Source: an optimization exercise on an open RTL-to-GDS flow (aim: small area, a short achievable clock period and few clock cycles per item). Production flows keep margins and buffers that such runs may drop. RTL that was checked went through simulation tests only; none was proved equivalent to the original. Power is estimated from default activity; no workload was simulated.

==> flow/design.v (excerpt) <==
module dlink_rx #(
    parameter MAX_PAYLOAD = 4096,
    parameter DEF_W       = 8,
    parameter DEF_H       = 8,
    parameter DEF_FMT     = 0
) (
    input  wire        clk,
    input  wire        rst,
    input  wire        in_valid,
    input  wire [7:0]  in_data,
    output wire        in_ready,
    output reg         fb_we,
    output wire [15:0] fb_addr,
    output reg  [7:0]  fb_wdata,
    output reg  [7:0]  fb_wmask,
    output reg         err_valid,
    output reg  [2:0]  err_code,
    output reg         ntf_params,
    output reg         ntf_frame,
    output reg         ss_enabled,
    output reg  [15:0] ss_width,
    output reg  [15:0] ss_height,
    output reg  [2:0]  ss_fmt,
    output reg  [1:0]  ss_rot,
    output reg  [7:0]  ss_indev,
    output reg  [15:0] drop_count
);
Size in the first run: roughly 2700 cells after synthesis, about 410 flip-flops, roughly 110 I/O pins.
clock: 12.0 ns
lec_check: 0
cap_margin: 20
core_margin: 2
core_utilization: 40
slew_margin: 20
standard.sh (not shown) runs the stock make flow with config.mk's settings and CLKGATE_MAP_FILE= SYNTH_SCRIPT=/design/flow/synth_recipe.tcl, a recipe that flattens the netlist after the stock synthesis.
==> flow/flow/run.sh <==
#!/bin/bash
# Layout: the standard ORFS flow, with the port buffers made of
# sky130_fd_sc_hd__buf_2 cells instead of the default choice.
# Each tool's output goes to its own log file in this folder (ORFS also keeps
# its per-step logs under orfs/logs/).
set -euo pipefail
bash standard.sh BUFFER_PORTS_ARGS="-buffer_cell sky130_fd_sc_hd__buf_2" finish > orfs_make.log 2>&1
Next try:
--- a/flow/design.v
+++ b/flow/design.v
@@ -26,20 +26,21 @@
     output reg  [15:0] drop_count
 );
     localparam [2:0] E_LENGTH = 3'd2, E_WINDOW = 3'd3, E_FORMAT = 3'd4,
                      E_SHORT  = 3'd5, E_INIT   = 3'd6, E_POINT  = 3'd7;
     localparam integer S_SEEK = 0, S_HDR = 1, S_PAY = 2, S_EXEC = 3;
     localparam integer X_COL = 0, X_Y   = 1, X_YD  = 2, X_H   = 3, X_LR  = 4,
                        X_PW  = 5, X_INIT = 6, X_ROW = 7, X_CAP = 8, X_LRS = 9,
                        X_FIN = 10, X_CK  = 11;
     localparam [11:0] XN = 12'd0;
     reg        rdy;
+    reg        rst_r;          
     reg        vld;            
     reg [7:0]  byte_r;
     reg        spec;           
     reg        lbad, lzero;    
     reg [3:0]  st;
     reg        wrd;            
     reg        have_aa;
     reg [2:0]  hcnt;
     reg        rsc;            
     reg [1:0]  rj;
@@ -464,21 +465,22 @@
             if (c4 && !fin)
                 st <= 4'd1 << S_PAY;
             else begin
                 st        <= 4'd1 << S_SEEK;
                 err_valid <= 1'b1;
                 err_code  <= c5 ? E_POINT : E_WINDOW;
             end
         end
         if (take && n_spec)
             rdy <= 1'b0;
-        if (rst) begin
+        rst_r <= rst;
+        if (rst_r) begin
             st         <= 4'd1 << S_SEEK;
             wrd        <= 1'b0;
             rdy        <= 1'b1;
             vld        <= 1'b0;
             have_aa    <= 1'b0;
             hcnt       <= 3'd0;
             rsc        <= 1'b0;
             dpend      <= 2'd0;
             xs         <= XN;
             ss_enabled <= 1'b0;
@@ -488,12 +490,19 @@
             pkd        <= 1'b0;
             bsel       <= 2'd2;
             ss_rot     <= 2'd0;
             ss_indev   <= 8'd0;
             drop_count <= 16'd0;
             fb_we      <= 1'b0;
             err_valid  <= 1'b0;
             ntf_params <= 1'b0;
             ntf_frame  <= 1'b0;
         end
+        if (rst) begin
+            rdy        <= 1'b0;
+            fb_we      <= 1'b0;
+            err_valid  <= 1'b0;
+            ntf_params <= 1'b0;
+            ntf_frame  <= 1'b0;
+        end
     end
 endmodule
Hold slack hardly moves.
Area after synthesis shrinks slightly.
Utilization is higher by 0.13 points.
Maximum frequency is higher by a few percent.
Setup slack gets better by 150 ps.
Power went up by a few percent.
Testbench counts after the change, summed over its fixed seeds: cycles 115,524, bytes 112,114.
Function not checked in the first run of this note: the RTL went through the layout flow alone.

dlink_rx, a different RTL version from the one above (not shown whole).
For scale: about 2400 cells after synthesis, roughly 400 flip-flops, ~110 I/O pins, ~0.021 mm² of cells after synthesis.
Settings: LEC_CHECK=0, CAP_MARGIN=20, CORE_MARGIN=2, CORE_UTILIZATION=40, SLEW_MARGIN=20; clock period 12.0 ns.
Scripts as last shown in full above: flow/flow/run.sh
Change:
--- a/flow/design.v
+++ b/flow/design.v
@@ -58,24 +58,26 @@
     reg        nzw, nzh;       
     reg [3:0]  vsel;           
     reg        pkd;
     reg [1:0]  bsel;
     reg [15:0] stride;
     reg [15:0] wf;             
     reg [15:0] lrs;            
     reg [15:0] nrs;            
     reg [15:0] cursor;
     reg [15:0] col;            
     reg [15:0] wreg;           
     reg [1:0]  phase;          
+    reg        wpk;            
+    reg [1:0]  wbm1;           
     reg [11:0] xs;
     reg [16:0] T;              
     reg [16:0] m;
     reg [15:0] Q;
     reg        qb;             
     reg        ql;             
     reg        bor;            
     reg        ovf, movf, cinf;
     reg [1:0]  pw;             
     assign fb_addr  = T[15:0];
     assign in_ready = rdy;
     wire [15:0] a_x = {A[1], A[0]};
@@ -106,26 +108,26 @@
                          ({8{vsel[2]}} & ss_height[7:0]) | ({8{vsel[3]}} & ss_height[15:8]);
     wire [8:0]  v_s    = {1'b0, v_a} + {1'b0, v_b} + {8'd0, (vsel[1] | vsel[3]) & vc};
     wire        v_lt8  = v_s[7:0] < v_l;
     wire        v_eq8  = v_s[7:0] == v_l;
     wire        v_lt   = !v_s[8] && v_lt8;       
     wire        v_eq   = !v_s[8] && v_eq8;
     wire        vok    = okx && oky && nzw && nzh &&
                          (!pkd || c5 || (A[0][2:0] == 3'd0 && (A[4][2:0] == 3'd0 || eqx)));
     wire [18:0] t_wide = {1'b0, T, cinf} + {1'b0, (qb ? m : 17'd0), cinf};
     wire [17:0] t_sum  = t_wide[18:1];
     wire        y_done = (xs[X_Y] && ql) || xs[X_YD];
     wire        go     = (st[S_EXEC]) && vok;
-    wire        pix_end  = pkd || (phase == bsel - 2'd1);
-    wire        row_end  = pkd ? (col[15:4] == 12'd0 && !(col[3] && col[2:0] != 3'd0))
+    wire        pix_end  = (phase == 2'd0);
+    wire        row_end  = wpk ? (col[15:4] == 12'd0 && !(col[3] && col[2:0] != 3'd0))
                                : (col == 16'd1 && pix_end);
     wire [15:0] nrs_sum  = nrs + stride;
     wire [15:0] nrs_next = (nrs == lrs) ? wf : nrs_sum;
     wire        last    = (rem == 13'd1);
     wire        kill    = (st[S_PAY]) && vld && last && idx < 4'd7 && cw;
     always @(posedge clk) begin
         fb_we      <= 1'b0;
         err_valid  <= 1'b0;
         ntf_params <= 1'b0;
         ntf_frame  <= 1'b0;
         drop_count <= drop_count + {14'd0, dpend};
         dpend      <= 2'd0;
@@ -275,32 +277,32 @@
                 end
             end
         end
         if (vld && wrd) begin
             fb_we    <= 1'b1;
             T[15:0]  <= cursor;
             fb_wdata <= byte_r;
             fb_wmask <= 8'hFF;
             if (row_end) begin
                 cursor <= nrs;
                 nrs    <= nrs_next;
                 col    <= wreg;
-                phase  <= 2'd0;
+                phase  <= wbm1;
             end else begin
                 cursor <= cursor + 16'd1;
                 if (pix_end) begin
-                    phase <= 2'd0;
-                    col   <= col - (pkd ? 16'd8 : 16'd1);
+                    phase <= wbm1;
+                    col   <= col - (wpk ? 16'd8 : 16'd1);
                 end else
-                    phase <= phase + 2'd1;
+                    phase <= phase - 2'd1;
             end
         end
         if (xs[X_COL] && ql && idx[3:2] != 2'd0) begin
             m  <= {1'b0, stride};
             Q  <= a_y;
             qb <= A[2][0];
             ql <= (a_y[15:1] == 15'd0);
             xs <= XN | (12'd1 << X_Y);
         end
         if (y_done) begin
             xs <= XN | (12'd1 << X_YD);
             if (go) begin
@@ -333,25 +335,25 @@
             nrs <= wf;
         if (xs[X_H] && ql) begin
             lrs    <= t_sum[15:0];
             win_ok <= 1'b1;
             xs     <= XN | (12'd1 << X_LR);
             if (!(c4 && fin))
                 rdy <= 1'b1;
         end
         if (xs[X_LR]) begin
             cursor <= wf;
             nrs   <= nrs_next;
             col   <= wreg;
-            phase <= 2'd0;
+            phase <= wbm1;
             xs    <= XN;
             if (c4 && !fin) begin
                 st  <= 4'd1 << S_PAY;
                 wrd <= 1'b1;
             end else begin
                 st  <= 4'd1 << S_SEEK;
                 rdy <= 1'b1;
                 if (c4) ntf_frame <= 1'b1;
             end
         end
         if (xs[X_PW]) begin
             fb_we    <= 1'b1;
@@ -431,30 +433,32 @@
             st         <= 4'd1 << S_SEEK;
             if (ibad) begin
                 err_valid  <= 1'b1;
                 err_code   <= E_INIT;
                 ss_enabled <= 1'b0;
             end else begin
                 ss_enabled <= 1'b1;
                 ss_width   <= a_x;
                 ss_height  <= a_y;
                 ss_fmt     <= A[4][2:0];
                 pkd        <= i_pkd;
                 bsel       <= i_b;
+                wpk        <= i_pkd;
+                wbm1       <= i_b - 2'd1;
                 ss_rot     <= A[5][1:0];
                 ss_indev   <= A[6];
                 cursor     <= 16'd0;
                 nrs        <= nrs_next;
                 col        <= wreg;
-                phase      <= 2'd0;
+                phase      <= i_b - 2'd1;
             end
         end
         if (kill)
             xs <= XN;
         if (st[S_EXEC] && !vok && !c1) begin
             xs     <= XN;
             win_ok <= 1'b0;
             rdy    <= 1'b1;
             if (c4 && !fin)
                 st <= 4'd1 << S_PAY;
             else begin
                 st        <= 4'd1 << S_SEEK;
The changed run went through all stages and came out clean.
Critical path depth is unchanged.
Cell count rises slightly.
Global-route usage falls by 1.3 points.
Clock-buffer cell count is lower by 10.
Non-clock buffer count decreases by 3.
Synthesized area is higher slightly.
Wire length decreases slightly.
Cell area climbs slightly.
Sequential share of layout area is lower by 0.22 points.
Setup slack improved by 180 ps.
Fmax is higher by a few percent.
Via count came out higher slightly.
No run of this note included a check of the RTL's function; only the layout flow was run.

-- static timing again, ports no longer ideal --
No port has a modelled driver above. Below, the same layouts with a new extraction and two added sets of constraints. Step 1 (the two cells are an assumption about what drives the block):
set clk [get_ports {clk}]
set_driving_cell -lib_cell sky130_fd_sc_hd__clkbuf_16 $clk
set_driving_cell -lib_cell sky130_fd_sc_hd__buf_2 [delete_from_list [all_inputs] $clk]
Step 2 adds t to the input delays and takes it off the output delays; t is the mean of the earliest and latest rising clock arrival at the registers after step 1. Input paths then give back, and output paths get back, about the clock's delay inside the block. a / b / c = ideal ports / drivers / drivers and shift; a / b = the first two.
run | shift t [ns] | slack for setup (ns) | worst setup path after step 2 | slew at the worst register clock pin (ns) | pins driven straight from the clock port
the first run of note 1 | 0.665 | 8.010 / 8.050 / 7.385 | input to register | 0.06 / 0.06 | 1
the second run of note 1 | 0.647 | 8.156 / 8.156 / 7.942 | input to register | 0.06 / 0.06 | 1
the first run of note 2 | 0.645 | 7.927 / 7.927 / 7.927 | register to register | 0.06 / 0.06 | 1
the second run of note 2 | 0.639 | 8.103 / 8.103 / 7.993 | input to register | 0.06 / 0.06 | 1
After both steps setup and hold are still met in every run listed. The setup slack of the first run of note 1, which loses most, moves by +0.040 ns with the drivers and by -0.625 ns with both steps.
